Source: an optimization exercise on an open RTL-to-GDS flow (aim: small area). Production flows keep margins and buffers that such runs may drop. At most, simulation tests tie the RTL to the original design; equivalence was not proved. The RTL of run 6 was laid out without a check of its function. Power and IR drop assume default switching activity.

**flow/config.mk**
```make
export PLATFORM = sky130hd
export DESIGN_NAME = zc_dimmer
export DESIGN_NICKNAME = zc_dimmer
export VERILOG_FILES = /design/flow/design.v
export SDC_FILE = /design/flow/constraint.sdc
export NUM_CORES = 4
export LEC_CHECK = 0
export CAP_MARGIN = 20
export CORE_MARGIN = 2
export CORE_UTILIZATION = 80
export PLACE_DENSITY = 0.88
export SLEW_MARGIN = 20
```
**flow/constraint.sdc**
```tcl
create_clock -name core_clock -period 40.0 [get_ports {clk}]
set_input_delay 8.0000 -clock core_clock [delete_from_list [all_inputs] [get_ports {clk}]]
set_output_delay 8.0000 -clock core_clock [all_outputs]
set_load 0.01 [all_outputs]
```
**flow/design.v**
```verilog
module zc_dimmer (
    input  wire        clk,
    input  wire        rst,
    input  wire        zc_in,
    input  wire        en_in,
    input  wire        dim_in,
    input  wire        cmd_valid,
    input  wire [19:0] cmd_word,
    output reg         gate_out,
    output reg         status_out,
    output wire        cmd_ready,
    output reg  [15:0] rsp
);
    reg        zc_meta, zc_sync, zc_prev;
    reg        en_meta, en_sync, dim_meta, dim_sync;
    reg        zc_pend;
    reg        irq_mask;
    reg [13:0] tmr;         
    reg [7:0]  zc_count;
    reg [13:0] dly;         
    reg        dly_skip;    
    reg [7:0]  ramp_cur;    
    reg [7:0]  ramp_tgt;    
    wire idle     = ~(gate_out | status_out);
    wire edge_det = zc_sync & ~zc_prev;
    wire dispatch = idle & zc_pend & ~irq_mask;
    assign cmd_ready = ~rst & idle & ~dispatch;
    wire accept = cmd_valid & cmd_ready;
    wire [3:0]  op  = cmd_word[19:16];
    wire [15:0] arg = cmd_word[15:0];
    function [26:0] radd; input [25:0] a; input [25:0] b; input cin;
        integer i; reg c; begin c = cin;
        for (i=0;i<26;i=i+1) begin radd[i] = a[i]^b[i]^c; c = (a[i]&b[i])|(a[i]&c)|(b[i]&c); end
        radd[26] = c; end endfunction
    wire tmr_one  = (tmr == 14'h3FFE);
    wire dly_zero = ~|dly;
    wire wait_end = status_out & tmr_one;
    wire gate_end = gate_out & tmr_one;
    reg  [13:0] tmr_next;
    integer ti; reg tc;
    always @(*) begin
        tc = 1'b1;
        for (ti = 0; ti < 14; ti = ti + 1) begin
            tmr_next[ti] = idle ? ~dly[ti] : (tmr[ti] ^ tc);
            tc = tc & tmr[ti];
        end
        tmr_next[1] = tmr_next[1] & ~(idle ? dly_zero : wait_end);
        tmr_next[3] = tmr_next[3] & ~(idle ? dly_zero : wait_end);
    end
    wire cnt_inc = (dispatch & dly_skip) | gate_end;
    wire [7:0] cnt_next = zc_count + {7'd0, ~&zc_count};
    function cy8; input [7:0] a; input [7:0] b; input cin;
        integer i; reg c; begin c = cin;
        for (i=0;i<8;i=i+1) c = (a[i]&b[i])|(a[i]&c)|(b[i]&c);
        cy8 = c; end endfunction
    wire        dn    = cy8(ramp_cur, ~ramp_tgt, 1'b1);
    wire [26:0] rs    = radd({18'b0, ramp_cur}, {18'b0, arg[7:0] ^ {8{dn}}}, dn);
    wire        ge    = cy8(rs[7:0] ^ {8{dn}}, ~(ramp_tgt ^ {8{dn}}), 1'b1);
    wire        reach = (|arg[15:8]) | (rs[8] ^ dn) | ge;
    wire [7:0]  ramp_next = reach ? ramp_tgt : rs[7:0];
    wire [7:0]  tgt_clamped = arg[15] ? 8'd0 : ((|arg[14:8]) | (arg[7:0] > 8'd200)) ? 8'd200 : arg[7:0];
    wire [7:0]  rx  = ramp_cur;
    wire [26:0] rx5 = radd({18'b0,rx}, {16'b0,rx,2'b0}, 1'b0);
    wire [26:0] ry  = radd({15'b0,rx5[10:0],3'b0}, {18'b0,rx}, 1'b0);
    wire [5:0]  rh  = ry[13:8] + (ry[7:0] >= 8'd10);
    wire [26:0] rr  = radd({10'b0,ry[13:0],2'b0}, ~{20'b0,rh}, 1'b1);
    wire [15:0] rel_val = rr[15:0];
    wire [14:0] lvl = arg[14:0] | {15{arg[15]}};
    wire [26:0] n9  = radd({11'b0,lvl}, {8'b0,lvl,3'b0}, 1'b0);
    wire [26:0] n23 = radd({6'b0,lvl,5'b0}, ~{7'b0,n9[18:0]}, 1'b1);
    wire [26:0] cq  = radd({n9[18:0],7'b0}, {5'b0,n23[20:0]}, 1'b0);
    wire [26:0] cp  = radd(cq[25:0], 26'd1230848, 1'b0);
    wire [13:0] calc_res = cp[25:12];
    always @(*) begin
        rsp = 16'd0;
        if (accept) begin
            case (op)
                4'h3: rsp = {8'd0, zc_count};
                4'h7: rsp = rel_val;
                4'h8: rsp = {2'b0, calc_res};
                4'h9: rsp = {14'd0, dim_sync, en_sync};
                default: rsp = 16'd0;
            endcase
        end
    end
    always @(posedge clk) begin
        tmr <= tmr_next;
        if (accept && op == 4'h4) dly <= arg[13:0];
        if (rst) begin
            zc_meta    <= 1'b1;
            zc_sync    <= 1'b1;
            zc_prev    <= 1'b1;
            en_meta    <= 1'b0;
            en_sync    <= 1'b0;
            dim_meta   <= 1'b0;
            dim_sync   <= 1'b0;
            zc_pend    <= 1'b0;
            irq_mask   <= 1'b1;
            gate_out   <= 1'b0;
            status_out <= 1'b0;
            zc_count   <= 8'd0;
            dly_skip   <= 1'b1;
            ramp_cur   <= 8'd0;
            ramp_tgt   <= 8'd0;
        end else begin
            zc_meta  <= zc_in;
            zc_sync  <= zc_meta;
            zc_prev  <= zc_sync;
            en_meta  <= en_in;
            en_sync  <= en_meta;
            dim_meta <= dim_in;
            dim_sync <= dim_meta;
            zc_pend <= (zc_pend & ~dispatch) | edge_det;
            status_out <= (dispatch & ~dly_skip & ~dly_zero) | (status_out & ~tmr_one);
            gate_out   <= (dispatch & ~dly_skip & dly_zero) | wait_end | (gate_out & ~tmr_one);
            if (accept && op == 4'h3) zc_count <= 8'd0;
            else if (cnt_inc) zc_count <= cnt_next;
            if (accept) begin
                case (op)
                    4'h1: irq_mask <= 1'b1;
                    4'h2: irq_mask <= 1'b0;
                    4'h4: dly_skip <= (arg >= 16'd9000);
                    4'h5: ramp_tgt <= tgt_clamped;
                    4'h6: ramp_cur <= ramp_next;
                    default: ;
                endcase
            end
        end
    end
endmodule
```
**flow/flow/run.sh**
```bash
#!/bin/bash
# Layout flow: the standard synthesis, an area re-mapping of its
# combinational logic (flow/resyn.sh, checked for equivalence), then the
# standard layout with the smallest buffer on the ports, the ABC buffers
# removed, non-critical gates downsized and a clock tree of clkbuf_4 without
# dummy loads. Each tool's full output goes to a log file in this folder.
set -u
ARGS=(
  BUFFER_PORTS_ARGS="-buffer_cell sky130_fd_sc_hd__buf_1"
  REMOVE_ABC_BUFFERS=1
  RECOVER_POWER=100
  CTS_ARGS="-sink_clustering_enable -repair_clock_nets -buf_list {sky130_fd_sc_hd__clkbuf_4 sky130_fd_sc_hd__clkbuf_8} -dont_use_dummy_load"
)
bash standard.sh "${ARGS[@]}" synth > synth.log 2>&1 || exit 1
R=orfs/results/$FLOW_PLATFORM/zc_dimmer/base
cp $R/1_2_yosys.v standard_1_2_yosys.v
if bash flow/resyn.sh standard_1_2_yosys.v resyn_1_2_yosys.v resyn_work > resyn.log 2>&1; then
  cp resyn_1_2_yosys.v $R/1_2_yosys.v
  rm -f $R/1_synth.odb $R/1_synth.sdc
  touch $R/1_2_yosys.v
fi
bash standard.sh "${ARGS[@]}" finish > layout.log 2>&1
```
**flow/flow/canon.py**
```python
import re, sys
# rename each flip-flop's Q net to a name derived from the flip-flop instance
t = open(sys.argv[1]).read()
ren = {}
for m in re.finditer(r"(sky130_fd_sc_hd__e?dfxtp_\d+)\s+(\S+)\s*\((.*?)\);", t, re.S):
    inst = m.group(2)
    q = re.search(r"\.Q\(\s*(.*?)\s*\)\s*(,|$)", m.group(3).strip(), re.S).group(1)
    key = re.sub(r"[^A-Za-z0-9_]", "_", inst.lstrip("\\"))
    ren[q] = "ffq_" + key
def sub(m):
    n = m.group(1)
    return "(" + (ren[n] if n in ren else n) + ("" if n in ren else (" " if n.startswith("\\") else "")) + ")"
t2 = re.sub(r"\(\s*(\\\S+|[A-Za-z_][\w\[\]]*)\s*\)", sub, t)
decl = "".join(f"  wire {v};\n" for v in ren.values())
t2 = t2.replace(");\n", ");\n" + decl, 1)
# output ports that are flop outputs keep their name: add assigns
outs = set()
for m in re.finditer(r"output\s+(\[\d+:\d+\]\s+)?(\S+)\s*;", t):
    outs.add(m.group(2))
extra = ""
for q, v in ren.items():
    base = re.sub(r"\[\d+\]$", "", q)
    if base in outs or q in outs:
        extra += f"  assign {q} = {v};\n"
t2 = t2.replace("endmodule", extra + "endmodule")
open(sys.argv[2], "w").write(t2)
```
**flow/flow/invopt.py**
```python
#!/usr/bin/env python3
"""Remove inverters around full adders in a flat gate-level netlist.

A full adder is self-dual: FA(~a, ~b, ~c) = (~s, ~co). Each sky130 fa cell
may therefore be 'flipped' (fed the complements of its inputs, producing the
complements of its outputs). All inverters are collapsed into polarity
requirements; a greedy search picks the flips that need the fewest distinct
inverted signals; the netlist is rebuilt with one inverter per such signal.
Usage: invopt.py in.v out.v
"""
import re, sys, random

OUTPINS = {"X", "Y", "SUM", "COUT", "Q", "Q_N", "HI", "LO"}

def parse(text):
    m = re.search(r"module\s+(\w+)\s*\((.*?)\);", text, re.S)
    top = m.group(1)
    body_start = m.end()
    endm = text.rindex("endmodule")
    body = text[body_start:endm]
    decls, cells = [], []
    pos = 0
    stmt_re = re.compile(r"\s*(.*?);", re.S)
    # split statements carefully: cell instances contain nested parens but end with ');'
    for st in re.finditer(r"(?:(?:input|output|inout|wire)\b[^;]*;)|(?:(\S+)\s+(\S+)\s*\((.*?)\);)", body, re.S):
        s = st.group(0)
        if st.group(1) is None:
            decls.append(s.strip())
        else:
            typ, name, pins = st.group(1), st.group(2), st.group(3)
            if typ == "assign":
                raise SystemExit("assign not supported")
            pl = re.findall(r"\.(\w+)\(\s*(.*?)\s*\)\s*(?:,|$)", pins.strip(), re.S)
            cells.append([typ, name, [[p, n] for p, n in pl]])
    return top, text[:body_start], decls, cells

def main():
    src, dst = sys.argv[1], sys.argv[2]
    text = open(src).read()
    top, header, decls, cells = parse(text)
    ports_out = set()
    ports_in = set()
    for d in decls:
        mm = re.match(r"(input|output)\s+(\[(\d+):(\d+)\]\s+)?(\S+)\s*;", d)
        if mm:
            nm = mm.group(5)
            if mm.group(2):
                hi, lo = int(mm.group(3)), int(mm.group(4))
                bits = [f"{nm}[{i}]" for i in range(min(hi, lo), max(hi, lo) + 1)]
            else:
                bits = [nm]
            (ports_out if mm.group(1) == "output" else ports_in).update(bits)
    def is_inv(c): return re.match(r"sky130_fd_sc_hd__(inv|clkinv)_\d+$", c[0]) is not None
    def is_fa(c): return re.match(r"sky130_fd_sc_hd__fa_\d+$", c[0]) is not None
    drv = {}
    for ci, c in enumerate(cells):
        for p, n in c[2]:
            if p in OUTPINS:
                drv[n] = (ci, p)
    # inverters kept: those driving output ports
    keep_inv = set()
    for ci, c in enumerate(cells):
        if is_inv(c):
            y = dict(c[2])["Y"]
            if y in ports_out:
                keep_inv.add(ci)
    memo = {}
    def root(n):
        if n in memo: return memo[n]
        d = drv.get(n)
        if d is not None and is_inv(cells[d[0]]) and d[0] not in keep_inv:
            a = dict(cells[d[0]][2])["A"]
            r, p = root(a)
            res = (r, p ^ 1)
        else:
            res = (n, 0)
        memo[n] = res
        return res
    fa_idx = [ci for ci, c in enumerate(cells) if is_fa(c)]
    # FAs driving output ports directly are not flipped
    fixed = set()
    for ci in fa_idx:
        for p, n in cells[ci][2]:
            if p in OUTPINS and n in ports_out:
                fixed.add(ci)
    # loads: (cell index, pin index) -> (root, parity)
    loads = []
    for ci, c in enumerate(cells):
        if is_inv(c) and ci not in keep_inv:
            continue
        for pi, (p, n) in enumerate(c[2]):
            if p in OUTPINS: continue
            if n.startswith("1'b") or n == "":
                continue
            r, par = root(n)
            loads.append((ci, pi, r, par))
    # port loads: output ports that are not driven directly by a kept cell
    port_loads = []
    for n in ports_out:
        d = drv.get(n)
        if d is not None and is_inv(cells[d[0]]) and d[0] not in keep_inv:
            raise SystemExit("unexpected")
    flip = {ci: 0 for ci in fa_idx}
    def root_flip(r):
        d = drv.get(r)
        if d is not None and d[0] in flip:
            return flip[d[0]]
        return 0
    def cost():
        need = set()
        for ci, pi, r, par in loads:
            q = par ^ flip.get(ci, 0) ^ root_flip(r)
            if q: need.add(r)
        return len(need)
    base = cost()
    best = base
    cand = [ci for ci in fa_idx if ci not in fixed]
    random.seed(1)
    improved = True
    while improved:
        improved = False
        for ci in cand:
            flip[ci] ^= 1
            c2 = cost()
            if c2 < best:
                best = c2; improved = True
            else:
                flip[ci] ^= 1
    # pair moves
    improved = True
    while improved:
        improved = False
        for i in range(len(cand)):
            for j in range(i + 1, len(cand)):
                a, b = cand[i], cand[j]
                flip[a] ^= 1; flip[b] ^= 1
                c2 = cost()
                if c2 < best:
                    best = c2; improved = True
                else:
                    flip[a] ^= 1; flip[b] ^= 1
    # simulated annealing from the greedy result
    import math
    cur = best
    bestflip = dict(flip)
    T = 2.0
    for it in range(30000):
        ci = random.choice(cand) if cand else None
        if ci is None: break
        flip[ci] ^= 1
        c2 = cost()
        if c2 <= cur or random.random() < math.exp((cur - c2) / T):
            cur = c2
            if c2 < best:
                best = c2; bestflip = dict(flip)
        else:
            flip[ci] ^= 1
        T = max(0.05, T * 0.9998)
    flip.update(bestflip)
    n_inv_before = sum(1 for c in cells if is_inv(c))
    sys.stderr.write(f"inverters: {n_inv_before} before, {best + len(keep_inv)} after; flipped {sum(flip.values())} of {len(fa_idx)} fa\n")
    # rebuild
    newnets = {}
    newcells = []
    cnt = [0]
    def inv_of(r):
        if r not in newnets:
            cnt[0] += 1
            nn = f"_invopt_{cnt[0]}_"
            newnets[r] = nn
            newcells.append(["sky130_fd_sc_hd__inv_1", f"_invopt_c{cnt[0]}_", [["A", r], ["Y", nn]]])
        return newnets[r]
    for ci, pi, r, par in loads:
        q = par ^ flip.get(ci, 0) ^ root_flip(r)
        cells[ci][2][pi][1] = inv_of(r) if q else r
    out_cells = [c for ci, c in enumerate(cells) if not (is_inv(c) and ci not in keep_inv)] + newcells
    # wires: keep all declarations, add new nets
    used = set()
    for c in out_cells:
        for p, n in c[2]:
            used.add(re.sub(r"\[\d+\]$", "", n))
    lines = [header]
    for d in decls:
        mm = re.match(r"wire\s+(\[\d+:\d+\]\s+)?(\S+)\s*;", d)
        lines.append("  " + d)
    for r, nn in newnets.items():
        lines.append(f"  wire {nn};")
    for typ, name, pins in out_cells:
        lines.append(f"  {typ} {name} (")
        lines.append(",\n".join(f"    .{p}({n}{' ' if n.startswith(chr(92)) else ''})" for p, n in pins))
        lines.append("  );")
    lines.append("endmodule")
    open(dst, "w").write("\n".join(lines) + "\n")

main()
```
**flow/flow/resyn.sh**
```bash
#!/bin/bash
set -u
IN=$1; OUT=$2; W=$3
H=$(cd "$(dirname "$0")" && pwd)
LIB=$FLOW_HOME/platforms/sky130hd/lib/sky130_fd_sc_hd__tt_025C_1v80.lib
YOSYS=${YOSYS_EXE:-$(command -v yosys || echo $FLOW_HOME/../tools/install/yosys/bin/yosys)}
mkdir -p $W
DU=""
for c in $(grep -o 'sky130_fd_sc_hd__\(lpflow\|probe\)[a-z0-9_]*' $LIB | sort -u); do DU="$DU -dont_use $c"; done
cat > $W/area.script <<EOS
strash
&get -n
&deepsyn -T ${DEEPSYN_T:-30}
&put
dch -f
amap
topo
EOS
cat > $W/resyn.ys <<EOS
read_liberty -ignore_miss_func $LIB
read_verilog $IN
hierarchy -top zc_dimmer
setattr -mod -set blackbox 1 sky130_fd_sc_hd__fa_* sky130_fd_sc_hd__ha_* sky130_fd_sc_hd__*df* sky130_fd_sc_hd__conb_*
tee -o $W/stat_before.txt stat -liberty $LIB
flatten
opt_clean
abc -liberty $LIB $DU -script $W/area.script
opt_clean -purge
tee -o $W/stat_after.txt stat -liberty $LIB
write_verilog -noattr -nohex -nodec $W/resyn.v
EOS
$YOSYS -q $W/resyn.ys > $W/resyn_yosys.log 2>&1 || { echo "resyn: yosys failed"; exit 1; }
python3 $H/invopt.py $W/resyn.v $W/invopt.v > $W/invopt.log 2>&1 || { echo "resyn: invopt failed"; exit 1; }
# equivalence: flip-flop outputs renamed after their instances in both netlists
python3 $H/canon.py $IN $W/eq_gold.v
python3 $H/canon.py $W/invopt.v $W/eq_gate.v
grep -o '\b_[0-9a-z_]*_\b' $W/eq_gold.v $W/eq_gate.v | sed 's/^[^:]*://' | sort -u > $W/eq_blacklist.txt
cat > $W/eq.ys <<EOS
read_liberty -ignore_miss_func $LIB
read_verilog $W/eq_gold.v
rename zc_dimmer gold
read_verilog $W/eq_gate.v
rename zc_dimmer gate
flatten gold gate
rename -hide w:*.*
equiv_make -blacklist $W/eq_blacklist.txt gold gate eq
hierarchy -top eq
equiv_simple
equiv_induct
equiv_status -assert
EOS
if $YOSYS -q $W/eq.ys > $W/eq_yosys.log 2>&1; then
  cp $W/invopt.v $OUT
  echo "resyn: equivalent; area $(grep 'Chip area' $W/stat_before.txt | tail -1 | awk '{print $NF}') -> $(grep 'Chip area' $W/stat_after.txt | tail -1 | awk '{print $NF}') before invopt; $(cat $W/invopt.log)"
else
  echo "resyn: equivalence check failed; keeping the standard netlist"
  exit 1
fi
```
**flow/standard.sh**
```bash
#!/bin/bash
# synth_recipe.tcl (not shown) runs the flow's synth.tcl, then flattens the netlist and writes it again
# the make line also repeats each setting of config.mk as NAME=value (left out here)
make -C /OpenROAD-flow-scripts/flow DESIGN_CONFIG=/design/flow/config.mk WORK_HOME=/design/flow/orfs CLKGATE_MAP_FILE= SYNTH_SCRIPT=/design/flow/synth_recipe.tcl "${@:-finish}"
```
==> metrics.md, run 1 <==
| Metric | Value |
|---|---|
| Min-Delay Path Class | `flip-flop to flip-flop` |
| Kind of critical path | `input pin to primary output` |
| Initial Util | `0.837` |
| Layout cells sized above 1 | `0.0150` |
| Worst Skew | `22.0 ps` |
| Die Area | `6880 um2` |
| Hold WS | `447 ps` |
| Slew @ Worst Pin | `1170 ps` |
| Setup TNS Final | `0 ps` |
| Gate count after technology mapping | `543` |
| Most frequent cells in the layout | `inv_1, nor2_1, ha_1, fa_1, dfxtp_1` |
| Die Span Y | `82.9 um` |
| Design Power | `189 uW` |
| # IOs | `45` |
| Core box area | `5960 um2` |
| Clk root buf | `clkbuf_8` |
| R2r setup slk | `32,240 ps` |
| Final Cycle Share | `0.668` |
| Vias in the first global route | `4,977` |
| Largest net degree at the start of global routing | `26` |
| Hold_buf cts | `0` |
| Final Hold Fails | `0` |
| Vias per Instance | `7.09` |
| Drc violations | `0` |
| Diode count | `0` |
| WL per Instance | `22.8 um` |
| Pre-CTS setup slack | `13,860 ps` |
| 1st-pass router iterations | `13` |
| Post-CTS Setup Bufs | `0` |
| Die width | `82.9 um` |
| Htree depth | `3` |
| Status | `timing/DRC/antenna clean` |
| Final setup fails | `0` |
| Startpoint types | `input pin` |
| Layout Nets | `732` |
| CP peak stage delay | `670 ps` |
| IO Port Bufs | `44` |
| Worst-path maximum fanout | `17` |
| Worst setup EP type | `primary output` |
| Max-slew violations | `0` |
| Crit-path slowest cell | `clkbuf_1` |
| CTS Sinks | `64` |
| CTS tree | `built` |
| Most frequent CP cell | `fa_1` |
| Peak VDD IR | `30.5 uV` |
| Period minus WS final | `26,740 ps` |
| Global-route wire length before repair | `25,400 um` |
| Crit path arrival time | `18,740 ps` |
| Synthesis Warnings | `1` |
| Fillcell total | `271` |
| DR vias | `4,780` |
| Average cell area after synthesis | `9.18 um2` |
| Pwr per Cell Area | `35.1 nW/um2` |
| CTS clk-pin slew, worst paths | `70 ps` |
| Min setup slack post-route | `13,260 ps` |
| Post-route core utilization | `0.903` |
| RSZ-0062 raised after global routing | `no` |
| Global Route Usage Sum | `0.476` |
| WP data required | `32,000 ps` |
| Synth Cell Area | `4980 um2` |
| Grt ovf | `0` |
| GP Congestion | `0.972` |
| F_max | `37.4 MHz` |
| LEAKAGE | `2.22 nW` |
| TritonCTS Buffers | `9` |
| Routed Antenna Nets | `0` |
| Clock Path Buffers | `2` |
| Most common cell after layout, fill and taps aside | `inv_1` |
| Detailed Place HPWL | `10,800 um` |
| Initial antenna violation count | `0` |
| Final wirelength | `15,400 um` |
| Max_slew headroom | `0.215` |
| Row cnt | `28` |
| Clk Latency, worst-skew pair | `350 ps` |
| Max Cap Viol | `0` |
| Initial DRC Count | `673` |
| Layout area overhead | `7.91%` |
| Post-cts resize count | `0` |
-- through the flow --
stage,instances,instance area (um2)
2_1_floorplan,543,4980
3_3_place_gp,665,5270
3_5_place_dp,665,5270
4_1_cts,674,5390
5_1_grt,674,5380
6_report,674,5380
-- flip-flops by register name, summed over array words and instances, names as in the netlist, 8 cells and up --
name and count:
tmr 14, ramp_tgt 8, ramp_cur 8, dly 14
zc_count 8
-- metal layers --
metal	GRT usage	share of wire
met2	0.784	0.46
met5	0	0
met1	0.552	0.34
met3	0.117	0.11
met4	0.308	0.089
-- worst max-delay path: cells and delay by family --
kind,cells,cell delay (ps)
adder cells (fa/ha/maj),20,7820
AO/OA/AOI/OAI,7,1160
buffers and inverters,4,1140
AND/OR/NAND/NOR,5,620
-- report_power, final --
group / switching (mW) / internal [mW] / leakage, nW
combinational: 0.0469 / 0.0324 / 1.62
sequential: 0.000326 / 0.0665 / 0.536
clock: 0.0225 / 0.0200 / 0.0647
total: 0.0697 / 0.119 / 2.22
-- cell type report --
class	instances	area, um2	share of cell area
multi-input combinational	380	3190	0.593
sequential	64	1420	0.264
inverter	99	372	0.0691
timing repair buffer	47	176	0.0328
clock buffer	9	124	0.0230
tap	75	93.8	0.0174
-- worst paths after layout --
path	start	to	cells past startpoint
max	cmd_word[15]	rsp[12]	36
min reg2reg	zc_meta	zc_sync	1
min	zc_meta	zc_sync	1
max reg2reg	ramp_cur[1]	ramp_cur[6]	25
==> inputs of run 2 (changes only) <==
--- a/flow/flow/run.sh
+++ b/flow/flow/run.sh
@@ -9,7 +9,7 @@
   BUFFER_PORTS_ARGS="-buffer_cell sky130_fd_sc_hd__buf_1"
   REMOVE_ABC_BUFFERS=1
   RECOVER_POWER=100
-  CTS_ARGS="-sink_clustering_enable -repair_clock_nets -buf_list {sky130_fd_sc_hd__clkbuf_4 sky130_fd_sc_hd__clkbuf_8} -dont_use_dummy_load"
+  CTS_ARGS="-sink_clustering_enable -repair_clock_nets -buf_list sky130_fd_sc_hd__clkbuf_4 -dont_use_dummy_load"
 )
 bash standard.sh "${ARGS[@]}" synth > synth.log 2>&1 || exit 1
 R=orfs/results/$FLOW_PLATFORM/zc_dimmer/base
--- a/flow/config.mk
+++ b/flow/config.mk
@@ -7,6 +7,6 @@
 export LEC_CHECK = 0
 export CAP_MARGIN = 20
 export CORE_MARGIN = 2
-export CORE_UTILIZATION = 80
-export PLACE_DENSITY = 0.88
+export CORE_UTILIZATION = 75
+export PLACE_DENSITY = 0.85
 export SLEW_MARGIN = 20
==> run 2 against run 1 <==
  * Clock power shrank 26%
  * Via count decreased by 9.4%
  * Critical path depth down 2
  * Combinational power down 7.4%
  * Synthesized cell count unchanged
  * Sequential power hardly changed
  * Critical path type unchanged
  * Largest cell class unchanged
  * Highest routed layer unchanged
==> metrics.md, run 2 <==
| Metric | Value |
|---|---|
| Reg-to-Reg Start | `ramp_cur[1]` |
| CTS clk-pin slew, worst paths | `120 ps (+50 ps)` |
| Max_slew headroom | `0.199 (-0.0152)` |
| Worst Skew | `37.5 ps (+15.5 ps)` |
| Fraction of power consumed by sequential logic | `0.389 (+0.035)` |
| Final wirelength | `12,600 um (-18%)` |
| Synth Cell Area | `4980 um2 (unchanged)` |
| Core box area | `6390 um2 (+7.2%)` |
| Top flop regs | `dly: 14 flops, tmr: 14 flops` |
| Crit path arrival time | `18,210 ps (-530 ps)` |
| Routed Antenna Nets | `0 (unchanged)` |
| Drc violations | `0 (unchanged)` |
| Gate count after technology mapping | `543 (unchanged)` |
| Fillcell total | `398 (+47%)` |
| Die width | `85.5 um (+3.1%)` |
| Final Hold Fails | `0 (unchanged)` |
| Pwr per Cell Area | `32.2 nW/um2 (-8.3%)` |
| Row cnt | `29 (+3.6%)` |
| LEAKAGE | `2.19 nW (-1.0%)` |
| WP data required | `32,000 ps (about the same)` |
| Vias in the first global route | `4,349 (-13%)` |
| Startpoint types | `input pin` |
| Most common cell after layout, fill and taps aside | `inv_1` |
| Slew @ Worst Pin | `1190 ps (+22.5 ps)` |
| Layout cells sized above 1 | `0.0167 (+0.00167)` |
| F_max | `38.2 MHz (+2.0%)` |
| Hold_buf cts | `0 (unchanged)` |
| Pint | `108 uW (-9.5%)` |
| Initial Util | `0.781 (-0.0564)` |
| Switching Fraction | `0.372 (+0.00299)` |
| Average cell area after synthesis | `9.18 um2 (unchanged)` |
| RSZ-0062 raised after global routing | `no` |
| Most frequent CP cell | `fa_1` |
| Detailed Place HPWL | `10,200 um (-5.4%)` |
| Period minus WS final | `26,210 ps (-527 ps)` |
| Diode count | `0 (unchanged)` |
| Layout area overhead | `6.93%` |
| Final setup fails | `0 (unchanged)` |
| Hold Crit Depth | `1 (unchanged)` |
| CP peak stage delay | `550 ps (-120 ps)` |
| Switching power | `63.8 uW (-8.4%)` |
| Grt ovf | `0 (unchanged)` |
| Crit. Startpoint | `cmd_word[15]` |
| WL per Instance | `18.6 um (-18%)` |
| Setup TNS Final | `0 ps (unchanged)` |
| Clk root buf | `clkbuf_4` |
| Worst r2r dst | `ramp_cur[0]` |
| 1st-pass router iterations | `6 (-7)` |
| Post-cts resize count | `0 (unchanged)` |
| Clk Latency, worst-skew pair | `420 ps (+70 ps)` |
| Reg2reg path depth | `25 (unchanged)` |
| Max-slew violations | `0 (unchanged)` |
| Die Area | `7310 um2 (+6.3%)` |
| Status | `timing/DRC/antenna clean` |
| Hold WS | `440 ps (-6.63 ps)` |
| Die Span Y | `85.5 um (+3.1%)` |
| Final Cycle Share | `0.655 (-0.0132)` |
| DR vias | `4,329 (-9.4%)` |
| TritonCTS Buffers | `9 (unchanged)` |
| Max Cap Viol | `0 (unchanged)` |
| Clock Path Buffers | `2 (unchanged)` |
| Initial antenna violation count | `0 (unchanged)` |
| Initial DRC Count | `453 (-33%)` |
| Worst-path maximum fanout | `17 (unchanged)` |
| Hold path start | `dly[0]` |
| CTS tree | `built` |
| Peak VDD IR | `41.0 uV (+34%)` |
| Hold EP | `tmr[0]` |
| Dpl cells | `667 (+0.30%)` |
| Kind of critical path | `input pin to primary output` |
| Largest net degree at the start of global routing | `26 (unchanged)` |
| Vias per Instance | `6.40 (-9.7%)` |
| Most frequent cells in the layout | `inv_1, nor2_1, ha_1, fa_1, dfxtp_1` |
| CTS Sinks | `64 (unchanged)` |
| Htree depth | `3 (unchanged)` |
| Clock power frac | `0.183 (-0.042)` |
| IO Port Bufs | `44 (unchanged)` |
| GP Congestion | `0.971 (-0.16%)` |
| Layout Nets | `732 (unchanged)` |
| Min-Delay Path Class | `flip-flop to flip-flop` |
| Global Route Usage Sum | `0.368 (-0.108)` |
| Crit-path slowest cell | `fa_1` |
| Post-CTS Setup Bufs | `0 (unchanged)` |
| # IOs | `45 (unchanged)` |
| Comb pwr share | `0.428 (+0.008)` |
| Design Power | `171 uW (-9.1%)` |
| Global-route wire length before repair | `20,500 um (-19%)` |
| Cell Count, Final, Fillers Out | `676 (+0.30%)` |
| R2r setup slk | `32,300 ps (+60 ps)` |
| Synthesis Warnings | `1 (unchanged)` |
| Worst setup EP type | `primary output` |
## run 2: power groups by stage
stage	Clock (mW)	Sequential, mW	Combinational, mW
global placement	0	0.0682	0.0662
global route	0.0331	0.0668	0.0839
CTS	0.0306	0.0667	0.0726
finish	0.0313	0.0667	0.0734
floorplan	0	0.0681	0.0489
detailed placement	0	0.0682	0.0722
## run 2: critical path, delay by kind of cell
kind / cells / cell delay, ps
buffers and inverters: 4 / 930
AOI/OAI and AO/OA: 4 / 460
xor gates and xnor gates: 1 / 150
and+or+nand+nor: 3 / 350
adders and majority gates: 22 / 8320
## run 2: layer usage
layer	vias to the layer above	routed length [um]	global-route usage
li1	1989	-	-
met1	2037	4730	0.463
met2	244	6130	0.628
met3	59	1180	0.0529
met4	0	534	0.175
met5	-	0	0
## run 2: area by class of cell
cell class              instances  area (um2)  share of cell area
multi-input cells             380        3200               0.600
flip-flops and latches         64        1420               0.267
inverters                      99         372              0.0697
repair buffers                 47         176              0.0331
well taps                      77        96.3              0.0181
clock buffers                   9        67.6              0.0127
## run 2: how the worst max path moves through the flow
| stage | endpoint | slack (ps) | cells after the start |
|---|---|---|---|
| CTS | rsp[13] | 13880 | 34 |
| global placement | rsp[13] | 14330 | 34 |
| floorplan | rsp[13] | 14900 | 31 |
| detailed placement | rsp[13] | 13900 | 34 |
| finish | rsp[13] | 13790 | 34 |
| global route | rsp[13] | 13330 | 36 |
## run 2: stage by stage
| step | util | instance area (um2) | setup slack, ps |
|---|---|---|---|
| global route | 0.835 | 5330 | 13330 |
| finish | 0.835 | 5330 | 13790 |
| detailed placement | 0.825 | 5270 | 13900 |
| floorplan | - | 4980 | 14900 |
| CTS | 0.836 | 5340 | 13880 |
| global placement | 0.825 | 5270 | 14330 |
==> inputs of run 3 (changes only) <==
--- a/flow/flow/resyn.sh
+++ b/flow/flow/resyn.sh
@@ -1,4 +1,10 @@
 #!/bin/bash
+# Re-map the combinational logic of the standard synthesis netlist for area.
+# Flip-flops and tie cells are kept as they are (same
+# instances, same names); everything else is re-synthesised by ABC with an
+# area script (invopt.py then finds no full adders to flip).
+# The result is used only if a formal equivalence check against the standard
+# netlist passes. usage: resyn.sh in.v out.v workdir
 set -u
 IN=$1; OUT=$2; W=$3
 H=$(cd "$(dirname "$0")" && pwd)
@@ -10,7 +16,7 @@
 cat > $W/area.script <<EOS
 strash
 &get -n
-&deepsyn -T ${DEEPSYN_T:-30}
+&deepsyn -T 30
 &put
 dch -f
 amap
@@ -20,7 +26,7 @@
 read_liberty -ignore_miss_func $LIB
 read_verilog $IN
 hierarchy -top zc_dimmer
-setattr -mod -set blackbox 1 sky130_fd_sc_hd__fa_* sky130_fd_sc_hd__ha_* sky130_fd_sc_hd__*df* sky130_fd_sc_hd__conb_*
+setattr -mod -set blackbox 1 sky130_fd_sc_hd__*df* sky130_fd_sc_hd__conb_*
 tee -o $W/stat_before.txt stat -liberty $LIB
 flatten
 opt_clean
==> run 3 against run 2 <==
  * Still clean on timing, DRC and antenna
  * Flip-flop and latch count did not move
  * Power down 13%
  * Register-to-register slack improved by 560 ps
  * First-iteration DRC count rose by 49%
  * Clock skew decreased by 7.2 ps
  * Critical path type unchanged
  * Critical endpoint is now rsp[12]
  * Largest power group is now registers
  * Highest routed layer unchanged
==> metrics.md, run 3 <==
| Metric | Value |
|---|---|
| Status | `timing/DRC/antenna clean` |
| Diode count | `0 (unchanged)` |
| Dpl cells | `832 (+25%)` |
| Global Route Usage Sum | `0.413 (+0.0453)` |
| Post-CTS Setup Bufs | `0 (unchanged)` |
| Most frequent CP cell | `nand2_1` |
| F_max | `41.3 MHz (+8.1%)` |
| 1st-pass router iterations | `7 (+1)` |
| Die width | `83.2 um (-2.7%)` |
| CTS Sinks | `64 (unchanged)` |
| Largest net degree at the start of global routing | `17 (-35%)` |
| Worst Skew | `30.3 ps (-7.22 ps)` |
| RSZ-0062 raised after global routing | `no` |
| Drc violations | `0 (unchanged)` |
| Final setup fails | `0 (unchanged)` |
| Pwr per Cell Area | `29.5 nW/um2 (-8.4%)` |
| GR Layer Usage met1 | `0.528 (+0.0650)` |
| Fillcell total | `400 (+0.50%)` |
| Period minus WS final | `24,240 ps (-1970 ps)` |
| Hold_buf cts | `0 (unchanged)` |
| Kind of critical path | `input pin to primary output` |
| Busiest grt layer | `met2` |
| # IOs | `45 (unchanged)` |
| WL per Instance | `17.2 um (-7.6%)` |
| Final Cycle Share | `0.606 (-0.0493)` |
| Worst-path maximum fanout | `16 (-1)` |
| Synth Cell Area | `4710 um2 (-5.6%)` |
| Die Span Y | `83.2 um (-2.7%)` |
| Post-DP Area | `4970 um2 (-5.6%)` |
| Peak VDD IR | `21.1 uV (-49%)` |
| Clk Latency, worst-skew pair | `420 ps (about the same)` |
| Cell area after layout | `5040 um2 (-5.4%)` |
| Min-Delay Path Class | `flip-flop to flip-flop` |
| Initial antenna violation count | `0 (unchanged)` |
| Met3 GRT Util | `0.0954 (+0.0425)` |
| Detailed Place HPWL | `11,000 um (+8.1%)` |
| Initial Util | `0.786 (+0.00494)` |
| Max_slew headroom | `0.160 (-0.0398)` |
| Post-cts resize count | `0 (unchanged)` |
| TritonCTS Buffers | `9 (unchanged)` |
| Grt ovf | `0 (unchanged)` |
| Crit path arrival time | `16,240 ps (-1970 ps)` |
| Layout Nets | `794 (+8.5%)` |
| Met2 Use GR | `0.669 (+0.0408)` |
| Most common cell after layout, fill and taps aside | `nor2_1` |
| Most frequent cells in the layout | `nor2_1, nand2_1, o21ai_0, inv_1, a21oi_1` |
| Clk root buf | `clkbuf_4` |
| Vias per Instance | `6.94 (+8.3%)` |
| Row cnt | `28 (-3.4%)` |
| Hold Crit Depth | `1 (unchanged)` |
| CTS tree | `built` |
| Layout area overhead | `7.10%` |
| Post-route core utilization | `0.841 (+0.00663)` |
| Max Cap Viol | `0 (unchanged)` |
| Max-slew violations | `0 (unchanged)` |
| Startpoint types | `input pin` |
| LEAKAGE | `1.89 nW (-14%)` |
| Vias in the first global route | `5,228 (+20%)` |
| Die Area | `6920 um2 (-5.3%)` |
| Synthesis Warnings | `1 (unchanged)` |
| Final Hold Fails | `0 (unchanged)` |
| Clock Path Buffers | `2 (unchanged)` |
| Pre-CTS setup slack | `16,200 ps (+2300 ps)` |
| Routed Antenna Nets | `0 (unchanged)` |
| Htree depth | `3 (unchanged)` |
| Hold WS | `436 ps (-4.57 ps)` |
| Average cell area after synthesis | `6.61 um2 (-28%)` |
| CTS clk-pin slew, worst paths | `90 ps (-30 ps)` |
| Min setup slack post-route | `15,760 ps (+1970 ps)` |
| Crit-path slowest cell | `o21ai_0` |
| DR vias | `5,834 (+35%)` |
| Cell Count, Final, Fillers Out | `841 (+24%)` |
| Layout cells sized above 1 | `0.0131 (-0.00364)` |
| Reg2reg path depth | `35 (+40%)` |
| CP peak stage delay | `570 ps (+20 ps)` |
| Slew @ Worst Pin | `1260 ps (+66.1 ps)` |
| Initial DRC Count | `677 (+49%)` |
| GP Congestion | `1.03 (+6.1%)` |
| Core box area | `5990 um2 (-6.2%)` |
| Gate count after technology mapping | `712 (+31%)` |
| IO Port Bufs | `44 (unchanged)` |
| Design Power | `148 uW (-13%)` |
| Setup TNS Final | `0 ps (unchanged)` |
| Final wirelength | `14,500 um (+15%)` |
| Worst setup EP type | `primary output` |
| WP data required | `32,000 ps (about the same)` |
| Top flop regs | `dly: 14 flops, tmr: 14 flops` |
| Global-route wire length before repair | `23,700 um (+16%)` |
==> run 3: cell count changes in the layout (fill, tap and decap cells not counted), moves of 6 or more <==
cell and change:
o22ai_1 +6, and2_0 +7, o32ai_1 +12, buf_1 -8
fa_1 -50, nor3_1 +18, ha_1 -55, a21oi_1 +28
o21a_1 +11, nand2_1 +66, nor2_1 +52, o21ai_0 +59
inv_1 -18, a31oi_1 +10
==> run 3: critical path, delay by kind of cell <==
| kind | cells | cell delay, ps |
|---|---|---|
| simple gates | 26 | 3080 |
| compound gates | 23 | 4190 |
| buf+inv | 4 | 940 |
==> run 3: path summary, 6_finish.rpt <==
kind | slack, ps | end | startpoint
worst min-delay path | 440 | zc_sync | zc_meta
worst min register to register | 440 | zc_sync | zc_meta
worst max-delay path | 15760 | rsp[12] | cmd_word[4]
worst max register to register | 32860 | ramp_cur[7] | ramp_cur[2]
==> run 3: layout make-up <==
cell class                      count  area [um2]  area share
Multi-Input combinational cell    567        2980       0.591
Sequential cell                    64        1420       0.282
Inverter                           81         304      0.0603
Timing Repair Buffer               45         173      0.0343
Tap cell                           75        93.8      0.0186
Clock buffer                        9        67.6      0.0134
==> run 3: per-layer routing <==
layer,vias up,share of wire
met5,-,0
met4,0,0.045
met3,86,0.13
met2,450,0.45
met1,2592,0.37
li1,2706,-
==> run 3: where the power goes <==
part	internal [mW]	leakage [nW]	total, mW	switching (mW)
sequential	0.0666	0.536	0.0671	0.000501
combinational	0.0153	1.31	0.0485	0.0333
clock	0.0105	0.0414	0.0328	0.0224
total	0.0923	1.89	0.148	0.0561
==> inputs of run 4 (changes only) <==
--- a/flow/flow/run.sh
+++ b/flow/flow/run.sh
@@ -9,7 +9,7 @@
   BUFFER_PORTS_ARGS="-buffer_cell sky130_fd_sc_hd__buf_1"
   REMOVE_ABC_BUFFERS=1
   RECOVER_POWER=100
-  CTS_ARGS="-sink_clustering_enable -repair_clock_nets -buf_list sky130_fd_sc_hd__clkbuf_4 -dont_use_dummy_load"
+  CTS_ARGS="-sink_clustering_enable -repair_clock_nets -buf_list sky130_fd_sc_hd__clkbuf_4 -dont_use_dummy_load -sink_clustering_size 10"
 )
 bash standard.sh "${ARGS[@]}" synth > synth.log 2>&1 || exit 1
 R=orfs/results/$FLOW_PLATFORM/zc_dimmer/base
--- a/flow/flow/resyn.sh
+++ b/flow/flow/resyn.sh
@@ -13,29 +13,47 @@
 mkdir -p $W
 DU=""
 for c in $(grep -o 'sky130_fd_sc_hd__\(lpflow\|probe\)[a-z0-9_]*' $LIB | sort -u); do DU="$DU -dont_use $c"; done
-cat > $W/area.script <<EOS
+# ABC area re-mapping from a few random seeds; the smallest result is kept
+run_seed() {
+  local S=$1 D=$W/seed$1
+  mkdir -p $D
+  cat > $D/area.script <<EOS
 strash
 &get -n
-&deepsyn -T 30
+&deepsyn -T ${DEEPSYN_T:-30} $( [ $S -gt 0 ] && echo "-S $S" )
 &put
 dch -f
 amap
 topo
 EOS
-cat > $W/resyn.ys <<EOS
+  cat > $D/resyn.ys <<EOS
 read_liberty -ignore_miss_func $LIB
 read_verilog $IN
 hierarchy -top zc_dimmer
 setattr -mod -set blackbox 1 sky130_fd_sc_hd__*df* sky130_fd_sc_hd__conb_*
-tee -o $W/stat_before.txt stat -liberty $LIB
+tee -o $D/stat_before.txt stat -liberty $LIB
 flatten
 opt_clean
-abc -liberty $LIB $DU -script $W/area.script
+abc -liberty $LIB $DU -script $D/area.script
 opt_clean -purge
-tee -o $W/stat_after.txt stat -liberty $LIB
-write_verilog -noattr -nohex -nodec $W/resyn.v
+tee -o $D/stat_after.txt stat -liberty $LIB
+write_verilog -noattr -nohex -nodec $D/resyn.v
 EOS
-$YOSYS -q $W/resyn.ys > $W/resyn_yosys.log 2>&1 || { echo "resyn: yosys failed"; exit 1; }
+  $YOSYS -q $D/resyn.ys > $D/resyn_yosys.log 2>&1
+}
+for S in 0 1 2 3 4 5; do run_seed $S & done
+wait
+BEST=""; BESTA=""
+for S in 0 1 2 3 4 5; do
+  A=$(grep 'Chip area' $W/seed$S/stat_after.txt 2>/dev/null | tail -1 | awk '{print $NF}')
+  [ -n "$A" ] || continue
+  echo "seed $S: area $A"
+  if [ -z "$BEST" ] || python3 -c "import sys; sys.exit(0 if $A < $BESTA else 1)"; then BEST=$S; BESTA=$A; fi
+done
+[ -n "$BEST" ] || { echo "resyn: yosys failed"; exit 1; }
+cp $W/seed$BEST/resyn.v $W/resyn.v
+cp $W/seed$BEST/stat_before.txt $W/stat_before.txt
+cp $W/seed$BEST/stat_after.txt $W/stat_after.txt
 python3 $H/invopt.py $W/resyn.v $W/invopt.v > $W/invopt.log 2>&1 || { echo "resyn: invopt failed"; exit 1; }
 # equivalence: flip-flop outputs renamed after their instances in both netlists
 python3 $H/canon.py $IN $W/eq_gold.v
==> run 4 against run 3 <==
  * Sequential share of layout area fell by 0.23 points
  * Clock skew is 7.4 ps higher
  * Non-clock buffer count is the same
  * Routed wire length rose by 0.19%
  * Utilization grew 0.20 points
  * Power down 2.4%
  * Clock power decreased by 2%
  * Synthesized cell count is 1.3% higher
  * Critical path depth fell by 2
  * Register-to-register slack better by 890 ps
  * Critical path type unchanged
  * Largest cell class unchanged
  * Largest power group unchanged
==> metrics.md, run 4 <==
| Metric | Value |
|---|---|
| Status | `timing/DRC/antenna clean` |
| Cell Count, Final, Fillers Out | `850 (+1.1%)` |
| Max_slew headroom | `0.316 (+0.157)` |
| # IOs | `45 (unchanged)` |
| Fraction of power consumed by sequential logic | `0.461 (+0.009)` |
| Setup TNS Final | `0 ps (unchanged)` |
| Synth Cell Area | `4750 um2 (+0.96%)` |
| Drc violations | `0 (unchanged)` |
| Top delay family on crit path | `compound AO/OA/AOI/OAI gates` |
| CTS Sinks | `64 (unchanged)` |
| Pint | `90.9 uW (-1.5%)` |
| Largest net degree at the start of global routing | `20 (+3)` |
| Hold Crit Depth | `1 (unchanged)` |
| Peak VDD IR | `25.1 uV (+19%)` |
| Worst path bufs/invs | `4 (unchanged)` |
| Die Area | `6990 um2 (+0.92%)` |
| Clock Path Buffers | `2 (unchanged)` |
| R2r setup slk | `33,750 ps (+890 ps)` |
| Die width | `83.6 um (+0.46%)` |
| F_max | `41.5 MHz (+0.47%)` |
| Routed Antenna Nets | `0 (unchanged)` |
| Crit path arrival time | `16,120 ps (-120 ps)` |
| Comb pwr share | `0.318 (-0.009)` |
| Most frequent CP cell | `nor2_1` |
| Max Cap Viol | `0 (unchanged)` |
| Layout cells sized above 1 | `0.0116 (-0.00144)` |
| Clk Latency, worst-skew pair | `430 ps (about the same)` |
| DR vias | `5,856 (+0.38%)` |
| Die Span Y | `83.6 um (+0.46%)` |
| Design Power | `145 uW (-2.4%)` |
| Final wirelength | `14,500 um (+0.19%)` |
| Gate count after technology mapping | `721 (+1.3%)` |
| CTS clk-pin slew, worst paths | `100 ps (about the same)` |
| Synthesis Warnings | `1 (unchanged)` |
| Switching power | `54.0 uW (-3.8%)` |
| Slew @ Worst Pin | `1010 ps (-241 ps)` |
| Initial Util | `0.788 (+0.00291)` |
| WL per Instance | `17.0 um (-0.87%)` |
| CP peak stage delay | `440 ps (-130 ps)` |
| Average cell area after synthesis | `6.59 um2 (-0.30%)` |
| IO Port Bufs | `44 (unchanged)` |
| LEAKAGE | `1.87 nW (-0.86%)` |
| Min setup slack post-route | `15,880 ps (+114 ps)` |
| Vias per Instance | `6.89 (-0.69%)` |
| Clk root buf | `clkbuf_4` |
| GP Congestion | `1.04 (+0.71%)` |
| Reg2reg path depth | `36 (+2.9%)` |
| Final Hold Fails | `0 (unchanged)` |
| CTS tree | `built` |
| 1st-pass router iterations | `12 (+5)` |
| Crit-path slowest cell | `or3_1` |
| Min-Delay Path Class | `flip-flop to flip-flop` |
| Row cnt | `28 (unchanged)` |
| Layout area overhead | `6.95%` |
| Crit path depth | `51 (-3.8%)` |
| Initial antenna violation count | `0 (unchanged)` |
| Hold WS | `445 ps (+9.63 ps)` |
| Global Route Usage Sum | `0.412 (-0.000582)` |
| Grt ovf | `0 (unchanged)` |
| Post-DP Area | `5020 um2 (+0.86%)` |
| Worst setup EP type | `primary output` |
| Final setup fails | `0 (unchanged)` |
| Hold_buf cts | `0 (unchanged)` |
| Dpl cells | `841 (+1.1%)` |
| Diode count | `0 (unchanged)` |
| Startpoint types | `input pin` |
| Initial DRC Count | `902 (+33%)` |
| TritonCTS Buffers | `9 (unchanged)` |
| Most frequent cells in the layout | `nor2_1, o21ai_0, inv_1, nand2_1, a21oi_1` |
| Core box area | `6030 um2 (+0.58%)` |
| Top flop regs | `dly: 14 flops, tmr: 14 flops` |
| Final Cycle Share | `0.603 (-0.00284)` |
| Pre-CTS setup slack | `16,340 ps (+132 ps)` |
| Worst Skew | `37.7 ps (+7.41 ps)` |
| Cell area after layout | `5080 um2 (+0.82%)` |
| Kind of critical path | `input pin to primary output` |
| Post-route core utilization | `0.843 (+0.00196)` |
| Most common cell after layout, fill and taps aside | `nor2_1` |
| Max-slew violations | `0 (unchanged)` |
| Vias in the first global route | `5,226 (-0.038%)` |
| Pwr per Cell Area | `28.5 nW/um2 (-3.2%)` |
| Period minus WS final | `24,120 ps (-114 ps)` |
| Global-route wire length before repair | `23,800 um (+0.44%)` |
| Worst-path maximum fanout | `9 (-7)` |
| Clock power frac | `0.221 (about the same)` |
| RSZ-0062 raised after global routing | `no` |
| Post-cts resize count | `0 (unchanged)` |
| Switching Fraction | `0.373 (-0.00551)` |
| Htree depth | `3 (unchanged)` |
| Post-CTS Setup Bufs | `0 (unchanged)` |
| Detailed Place HPWL | `10,900 um (-0.91%)` |
| Layout Nets | `803 (+1.1%)` |
| WP data required | `32,000 ps (about the same)` |
==> run 4: path summary, 6_finish.rpt <==
kind,start,end
max,cmd_word[4],rsp[13]
min,zc_meta,zc_sync
max reg2reg,ramp_cur[1],ramp_cur[0]
min reg2reg,zc_meta,zc_sync
==> run 4: area by class of cell <==
cell class | instances | area (um2)
Inverter | 85 | 319
Clock buffer | 9 | 67.6
Tap cell | 75 | 93.8
Multi-Input combinational cell | 572 | 3010
Sequential cell | 64 | 1420
Timing Repair Buffer | 45 | 169
Fill cell | 405 | 945
==> run 4: metal layers <==
metal | track usage | vias up | wire length, um
met5 | 0 | - | 0
met2 | 0.665 | 444 | 6490
li1 | - | 2755 | -
met3 | 0.115 | 99 | 1740
met4 | 0.174 | 0 | 729
met1 | 0.518 | 2558 | 5530
==> run 4: power by group through the flow <==
stage	Clock (mW)	Sequential (mW)	Combinational [mW]
6_report	0.0320	0.0668	0.0461
3_3_place_gp	0	0.0682	0.0413
3_5_place_dp	0	0.0682	0.0434
5_1_grt	0.0342	0.0668	0.0505
2_1_floorplan	0	0.0681	0.0322
4_1_cts	0.0313	0.0668	0.0439
==> inputs of run 5 (changes only) <==
--- a/flow/flow/run.sh
+++ b/flow/flow/run.sh
@@ -9,7 +9,7 @@
   BUFFER_PORTS_ARGS="-buffer_cell sky130_fd_sc_hd__buf_1"
   REMOVE_ABC_BUFFERS=1
   RECOVER_POWER=100
-  CTS_ARGS="-sink_clustering_enable -repair_clock_nets -buf_list sky130_fd_sc_hd__clkbuf_4 -dont_use_dummy_load -sink_clustering_size 10"
+  CTS_ARGS="-sink_clustering_enable -repair_clock_nets -buf_list sky130_fd_sc_hd__clkbuf_4 -dont_use_dummy_load"
 )
 bash standard.sh "${ARGS[@]}" synth > synth.log 2>&1 || exit 1
 R=orfs/results/$FLOW_PLATFORM/zc_dimmer/base
--- a/flow/flow/resyn.sh
+++ b/flow/flow/resyn.sh
@@ -20,7 +20,7 @@
   cat > $D/area.script <<EOS
 strash
 &get -n
-&deepsyn -T ${DEEPSYN_T:-30} $( [ $S -gt 0 ] && echo "-S $S" )
+&deepsyn -T ${DEEPSYN_T:-45} $( [ $S -gt 0 ] && echo "-S $S" )
 &put
 dch -f
 amap
@@ -41,10 +41,10 @@
 EOS
   $YOSYS -q $D/resyn.ys > $D/resyn_yosys.log 2>&1
 }
-for S in 0 1 2 3 4 5; do run_seed $S & done
+for S in 0 1 2 5; do run_seed $S & done
 wait
 BEST=""; BESTA=""
-for S in 0 1 2 3 4 5; do
+for S in 0 1 2 5; do
   A=$(grep 'Chip area' $W/seed$S/stat_after.txt 2>/dev/null | tail -1 | awk '{print $NF}')
   [ -n "$A" ] || continue
   echo "seed $S: area $A"
--- a/flow/config.mk
+++ b/flow/config.mk
@@ -7,6 +7,6 @@
 export LEC_CHECK = 0
 export CAP_MARGIN = 20
 export CORE_MARGIN = 2
-export CORE_UTILIZATION = 75
-export PLACE_DENSITY = 0.85
+export CORE_UTILIZATION = 70
+export PLACE_DENSITY = 0.8
 export SLEW_MARGIN = 20
==> run 5 against run 4 <==
  * The layout now fails its checks (max-capacitance violations, max-slew violations)
  * First-iteration DRC count decreased by 8.3%
  * Worst hold slack got worse by 8.1 ps
  * Area after synthesis decreased by 0.47%
  * Die area increased by 6.3%
  * Global-route usage decreased by 3.8 points
  * Power decreased by 0.18%
  * Clock power decreased by 4%
  * Clock skew about the same
  * Register-to-register slack got worse by 500 ps
  * Sequential share of layout area increased by 0.090 points
  * Critical path depth increased by 1
  * Setup slack improved by 390 ps
  * Critical endpoint unchanged
  * Largest power group unchanged
  * Highest routed layer unchanged
==> metrics.md, run 5 <==
| Metric | Value |
|---|---|
| Peak VDD IR | `20.7 uV (-18%)` |
| Post-cts resize count | `0 (unchanged)` |
| Switching Fraction | `0.363 (-0.00958)` |
| Hold_buf cts | `0 (unchanged)` |
| WP data required | `32,000 ps (about the same)` |
| Global-route wire length before repair | `22,500 um (-5.6%)` |
| CP peak stage delay | `480 ps (+40 ps)` |
| Worst-path maximum fanout | `9 (unchanged)` |
| Most frequent cells in the layout | `nor2_1, o21ai_0, nand2_1, inv_1, dfxtp_1` |
| Fraction of power consumed by sequential logic | `0.464 (+0.003)` |
| Failing Checks | `max-capacitance violations, max-slew violations` |
| Clock Path Buffers | `2 (unchanged)` |
| Clk Latency, worst-skew pair | `420 ps (about the same)` |
| Die Area | `7430 um2 (+6.3%)` |
| GP Congestion | `1.00 (-3.2%)` |
| Period minus WS final | `23,740 ps (-387 ps)` |
| Max Cap Viol | `1 (+1)` |
| Kind of critical path | `input pin to primary output` |
| Clk root buf | `clkbuf_4` |
| Post-CTS Setup Bufs | `0 (unchanged)` |
| Final setup fails | `0 (unchanged)` |
| Setup TNS Final | `0 ps (unchanged)` |
| Pwr per Cell Area | `28.6 nW/um2 (+0.14%)` |
| Diode count | `0 (unchanged)` |
| DR vias | `5,658 (-3.4%)` |
| Final Cycle Share | `0.593 (-0.00967)` |
| Htree depth | `3 (unchanged)` |
| Min-Delay Path Class | `flip-flop to flip-flop` |
| Max-slew violations | `17 (+17)` |
| Slew @ Worst Pin | `1910 ps (+897 ps)` |
| TritonCTS Buffers | `9 (unchanged)` |
| CTS Sinks | `64 (unchanged)` |
| LEAKAGE | `1.91 nW (+1.7%)` |
| Clock power frac | `0.213 (-0.008)` |
| Synthesis Warnings | `1 (unchanged)` |
| Core box area | `6460 um2 (+7.2%)` |
| Grt ovf | `0 (unchanged)` |
| WL per Instance | `16.0 um (-6.1%)` |
| Detailed Place HPWL | `10,700 um (-2.0%)` |
| Most common cell after layout, fill and taps aside | `nor2_1` |
| Routed Antenna Nets | `0 (unchanged)` |
| Average cell area after synthesis | `6.50 um2 (-1.3%)` |
| Worst setup EP type | `primary output` |
| Die Span Y | `86.2 um (+3.1%)` |
| Post-route core utilization | `0.784 (-0.0590)` |
| F_max | `42.1 MHz (+1.6%)` |
| Pint | `92.1 uW (+1.3%)` |
| Switching power | `52.5 uW (-2.7%)` |
| Layout area overhead | `7.12%` |
| IO Port Bufs | `44 (unchanged)` |
| CTS tree | `built` |
| Crit path arrival time | `15,740 ps (-380 ps)` |
| Startpoint types | `input pin` |
| 1st-pass router iterations | `6 (-6)` |
| Layout cells sized above 1 | `0.0128 (+0.00119)` |
| Vias in the first global route | `5,137 (-1.7%)` |
| Initial Util | `0.732 (-0.0563)` |
| Worst Skew | `37.8 ps (+0.107 ps)` |
| Drc violations | `0 (unchanged)` |
| Die width | `86.2 um (+3.1%)` |
| CTS clk-pin slew, worst paths | `120 ps (+20 ps)` |
| Most frequent CP cell | `nand2_1` |
| Vias per Instance | `6.59 (-4.3%)` |
| Initial DRC Count | `827 (-8.3%)` |
| Layout Nets | `809 (+0.75%)` |
| Global Route Usage Sum | `0.375 (-0.0377)` |
| Largest net degree at the start of global routing | `18 (-10%)` |
| Gate count after technology mapping | `727 (+0.83%)` |
| Status | `failed layout checks` |
| Final wirelength | `13,700 um (-5.2%)` |
| Initial antenna violation count | `0 (unchanged)` |
| Synth Cell Area | `4730 um2 (-0.47%)` |
| Top flop regs | `dly: 14 flops, tmr: 14 flops` |
| Row cnt | `29 (+3.6%)` |
| # IOs | `45 (unchanged)` |
| Final Hold Fails | `0 (unchanged)` |
| Max_slew headroom | `-0.284 (-0.601)` |
| Fillcell total | `507 (+25%)` |
| Crit-path slowest cell | `o21ai_0` |
| Comb pwr share | `0.323 (+0.005)` |
| RSZ-0062 raised after global routing | `no` |
## run 5: per-layer routing
layer	up-vias	part of all wire	global-route usage
li1	2724	-	-
met1	2546	0.39	0.445
met2	317	0.47	0.638
met3	71	0.090	0.0790
met4	0	0.046	0.195
met5	-	0	0
## run 5: area by class of cell
cell class | count | area [um2] | share of cell area
inverters | 82 | 308 | 0.0608
flip-flops and latches | 64 | 1420 | 0.281
well taps | 77 | 96.3 | 0.0190
multi-input cells | 581 | 3000 | 0.592
repair buffers | 45 | 173 | 0.0341
clock buffers | 9 | 67.6 | 0.0133
## run 5: worst max-delay path: cells and delay by family
kind / cells / cell delay [ps]
buf+inv: 6 / 960
compound gates: 25 / 4590
simple gates: 21 / 2210
## run 5: power groups by stage
stage / Sequential (mW) / Combinational (mW) / Clock (mW)
3_3_place_gp: 0.0685 / 0.0432 / 0
5_1_grt: 0.0672 / 0.0526 / 0.0341
4_1_cts: 0.0671 / 0.0452 / 0.0309
2_1_floorplan: 0.0684 / 0.0341 / 0
6_report: 0.0671 / 0.0467 / 0.0308
3_5_place_dp: 0.0686 / 0.0450 / 0
## run 5: final timing paths
check	start	endpoint	slack [ps]	depth (start not counted)
hold / removal	zc_meta	zc_sync	440	1
setup / recovery	cmd_word[1]	rsp[13]	16260	52
setup reg to reg	ramp_cur[2]	ramp_cur[5]	33250	34
hold reg to reg	zc_meta	zc_sync	440	1
## run 5: through the flow
step	power (mW)	hold WS [ps]	cell area, um2	std cells	setup WS (ps)
6_report	0.145	437	5060	858	16260
5_1_grt	0.154	438	5060	858	15360
4_1_cts	0.143	443	5070	858	16500
3_5_place_dp	0.114	412	5000	849	16530
3_3_place_gp	0.112	410	5000	849	17060
2_1_floorplan	0.102	391	4730	727	18030
==> inputs of run 6 (changes only) <==
--- a/flow/design.v
+++ b/flow/design.v
@@ -11,8 +11,8 @@
     output wire        cmd_ready,
     output reg  [15:0] rsp
 );
-    reg        zc_meta, zc_sync, zc_prev;
-    reg        en_meta, en_sync, dim_meta, dim_sync;
+    reg        zc_meta_n, zc_sync, zc_prev_n;    
+    reg        en_meta_n, en_sync, dim_meta_n, dim_sync;
     reg        zc_pend;
     reg        irq_mask;
     reg [13:0] tmr;         
@@ -22,7 +22,7 @@
     reg [7:0]  ramp_cur;    
     reg [7:0]  ramp_tgt;    
     wire idle     = ~(gate_out | status_out);
-    wire edge_det = zc_sync & ~zc_prev;
+    wire edge_det = zc_sync & zc_prev_n;
     wire dispatch = idle & zc_pend & ~irq_mask;
     assign cmd_ready = ~rst & idle & ~dispatch;
     wire accept = cmd_valid & cmd_ready;
@@ -87,12 +87,12 @@
         tmr <= tmr_next;
         if (accept && op == 4'h4) dly <= arg[13:0];
         if (rst) begin
-            zc_meta    <= 1'b1;
+            zc_meta_n  <= 1'b0;
             zc_sync    <= 1'b1;
-            zc_prev    <= 1'b1;
-            en_meta    <= 1'b0;
+            zc_prev_n  <= 1'b0;
+            en_meta_n  <= 1'b1;
             en_sync    <= 1'b0;
-            dim_meta   <= 1'b0;
+            dim_meta_n <= 1'b1;
             dim_sync   <= 1'b0;
             zc_pend    <= 1'b0;
             irq_mask   <= 1'b1;
@@ -103,13 +103,13 @@
             ramp_cur   <= 8'd0;
             ramp_tgt   <= 8'd0;
         end else begin
-            zc_meta  <= zc_in;
-            zc_sync  <= zc_meta;
-            zc_prev  <= zc_sync;
-            en_meta  <= en_in;
-            en_sync  <= en_meta;
-            dim_meta <= dim_in;
-            dim_sync <= dim_meta;
+            zc_meta_n  <= ~zc_in;
+            zc_sync    <= ~zc_meta_n;
+            zc_prev_n  <= ~zc_sync;
+            en_meta_n  <= ~en_in;
+            en_sync    <= ~en_meta_n;
+            dim_meta_n <= ~dim_in;
+            dim_sync   <= ~dim_meta_n;
             zc_pend <= (zc_pend & ~dispatch) | edge_det;
             status_out <= (dispatch & ~dly_skip & ~dly_zero) | (status_out & ~tmr_one);
             gate_out   <= (dispatch & ~dly_skip & dly_zero) | wait_end | (gate_out & ~tmr_one);
--- a/flow/config.mk
+++ b/flow/config.mk
@@ -7,6 +7,6 @@
 export LEC_CHECK = 0
 export CAP_MARGIN = 20
 export CORE_MARGIN = 2
-export CORE_UTILIZATION = 70
-export PLACE_DENSITY = 0.8
+export CORE_UTILIZATION = 75
+export PLACE_DENSITY = 0.85
 export SLEW_MARGIN = 20
==> run 6 against run 5 <==
  * Cell count fell by 1.5%
  * Still fails the layout checks on max-capacitance violations, max-slew violations
  * Setup slack lost 930 ps
  * Sequential share of layout area is 0.20 points higher
  * Design area shrank 0.72%
  * Clock power increased by 3%
  * Non-clock buffer count down 1
  * Die area down 6.9%
  * Routed wire length is 5.7% higher
  * Synthesized cell count shrank 1.4%
  * Utilization is 5.5 points higher
  * Global-route usage increased by 3.4 points
  * Area after synthesis is 0.56% lower
  * Largest cell class unchanged
==> metrics.md, run 6 <==
| Metric | Value |
|---|---|
| CP peak stage delay | `320 ps (-160 ps)` |
| Cell Count, Final, Fillers Out | `845 (-1.5%)` |
| Detailed Place HPWL | `11,100 um (+3.8%)` |
| Worst setup EP type | `primary output` |
| Pwr per Cell Area | `30.9 nW/um2 (+8.1%)` |
| CTS clk-pin slew, worst paths | `120 ps (about the same)` |
| Slew @ Worst Pin | `2140 ps (+227 ps)` |
| Max-slew violations | `17 (unchanged)` |
| Most common cell after layout, fill and taps aside | `nor2_1` |
| Global-route wire length before repair | `23,100 um (+2.8%)` |
| Die Span Y | `83.2 um (-3.5%)` |
| Crit-path slowest cell | `clkbuf_1` |
| CTS Sinks | `64 (unchanged)` |
| Dpl cells | `836 (-1.5%)` |
| Most frequent cells in the layout | `nor2_1, o21ai_0, inv_1, nand2_1, a21oi_1` |
| Initial Util | `0.785 (+0.0528)` |
| Hold Crit Depth | `1 (unchanged)` |
| Kind of critical path | `input pin to primary output` |
| Worst Skew | `52.3 ps (+14.5 ps)` |
| Hold WS | `376 ps (-60.8 ps)` |
| IO Port Bufs | `44 (unchanged)` |
| Synth Cell Area | `4700 um2 (-0.56%)` |
| LEAKAGE | `1.91 nW (+0.15%)` |
| CTS tree | `built` |
| Post-route core utilization | `0.839 (+0.0552)` |
| Top flop regs | `dly: 14 flops, tmr: 14 flops` |
| Max Cap Viol | `1 (unchanged)` |
| Min-Delay Path Class | `flip-flop to flip-flop` |
| GP Congestion | `1.02 (+1.7%)` |
| Clk Latency, worst-skew pair | `430 ps (about the same)` |
| Max_slew headroom | `-0.437 (-0.152)` |
| Final Cycle Share | `0.617 (+0.0231)` |
| Final Hold Fails | `0 (unchanged)` |
| Most frequent CP cell | `o21ai_0` |
| 1st-pass router iterations | `9 (+3)` |
| Largest net degree at the start of global routing | `17 (-1)` |
| Hold_buf cts | `0 (unchanged)` |
| Status | `failed layout checks` |
| Peak VDD IR | `36.8 uV (+78%)` |
| Final setup fails | `0 (unchanged)` |
| DR vias | `5,813 (+2.7%)` |
| Initial antenna violation count | `0 (unchanged)` |
| Startpoint types | `input pin` |
| Final wirelength | `14,500 um (+5.7%)` |
| Vias in the first global route | `5,170 (+0.64%)` |
| Die width | `83.2 um (-3.5%)` |
| Core box area | `5990 um2 (-7.2%)` |
| Setup TNS Final | `0 ps (unchanged)` |
| Gate count after technology mapping | `717 (-1.4%)` |
| TritonCTS Buffers | `9 (unchanged)` |
| Clock Path Buffers | `2 (unchanged)` |
| WP data required | `32,000 ps (about the same)` |
| RSZ-0062 raised after global routing | `no` |
| Row cnt | `28 (-3.4%)` |
| Layout cells sized above 1 | `0.0117 (-0.00112)` |
| Diode count | `0 (unchanged)` |
| Layout Nets | `798 (-1.4%)` |
| Design Power | `155 uW (+7.3%)` |
| Crit path arrival time | `16,660 ps (+920 ps)` |
| Routed Antenna Nets | `0 (unchanged)` |
| F_max | `40.5 MHz (-3.8%)` |
| Layout area overhead | `6.95%` |
| WL per Instance | `17.2 um (+7.3%)` |
| Failing Checks | `max-capacitance violations, max-slew violations` |
| Clk root buf | `clkbuf_4` |
| Grt ovf | `0 (unchanged)` |
| Average cell area after synthesis | `6.56 um2 (+0.83%)` |
| Worst-path maximum fanout | `9 (unchanged)` |
| Global Route Usage Sum | `0.409 (+0.0342)` |
| Die Area | `6920 um2 (-6.9%)` |
| Period minus WS final | `24,660 ps (+925 ps)` |
| Htree depth | `3 (unchanged)` |
| Vias per Instance | `6.88 (+4.3%)` |
| Drc violations | `0 (unchanged)` |
| Synthesis Warnings | `1 (unchanged)` |
| Initial DRC Count | `846 (+2.3%)` |
| Post-CTS Setup Bufs | `0 (unchanged)` |
| Reg2reg path depth | `39 (+15%)` |
| # IOs | `45 (unchanged)` |
| Post-cts resize count | `0 (unchanged)` |
## run 6: path summary, 6_finish.rpt
path               startpoint           to  slack, ps
setup reg to reg  ramp_cur[0]  ramp_cur[7]      32790
hold / removal      en_meta_n      en_sync        380
setup / recovery  cmd_word[4]      rsp[13]      15340
hold reg to reg     en_meta_n      en_sync        380
## run 6: layout make-up
cell class	instances	area, um2
clock buffer	9	67.6
multi-input combinational	562	2940
timing repair buffer	44	165
sequential	64	1420
fill	398	962
tap	75	93.8
inverter	91	342
## run 6: report_power, final
group / internal, mW / total (mW) / switching, mW
registers: 0.0666 / 0.0671 / 0.000503
logic: 0.0182 / 0.0565 / 0.0383
clock network: 0.0104 / 0.0316 / 0.0211
total: 0.0952 / 0.155 / 0.0599
## run 6: layer usage
layer / global-route usage / routed length [um] / vias to the layer above
met2: 0.647 / 6320 / 518
li1: - / - / 2703
met4: 0.213 / 800 / 0
met5: 0 / 0 / -
met1: 0.524 / 5310 / 2487
met3: 0.0895 / 2090 / 105
## run 6: worst max-delay path: cells and delay by family
| family | cells | cell delay, ps |
|---|---|---|
| AO/OA/AOI/OAI | 30 | 4840 |
| AND/OR/NAND/NOR | 21 | 2530 |
| buffers and inverters | 8 | 1280 |
## run 6: through the flow
stage,setup slack [ps],instance area [um2]
4_1_cts,15720,5030
2_1_floorplan,17460,4700
3_3_place_gp,16340,4970
6_report,15340,5030
3_5_place_dp,15770,4970
5_1_grt,14290,5030

afterwards: timing with drivers on the ports:
In the flow no input, the clock included, has a driving cell. The finished layouts below were timed again as built, in two steps.
Step 1 assumes that a clkbuf_16 drives the clock port and a buf_2 every other input.
Step 2, shift: input delay + t, output delay - t, t = (earliest + latest rising clock arrival at the registers) / 2. This alone moves slack from input paths to output paths.
Slacks: no drivers / after step 1 / after step 2; pairs: no drivers / after step 1.
| run | shift t [ns] | setup slack, ns |
|---|---|---|
| run 1 | 0.375 | 13.261 / 13.236 / 13.236 |
| run 2 | 0.436 | 13.789 / 13.763 / 13.763 |
| run 3 | 0.434 | 15.762 / 15.736 / 15.736 |
| run 4 | 0.443 | 15.876 / 15.849 / 15.849 |
| run 5 | 0.430 | 16.262 / 16.236 / 16.236 |
| run 6 | 0.435 | 15.337 / 15.314 / 15.314 |
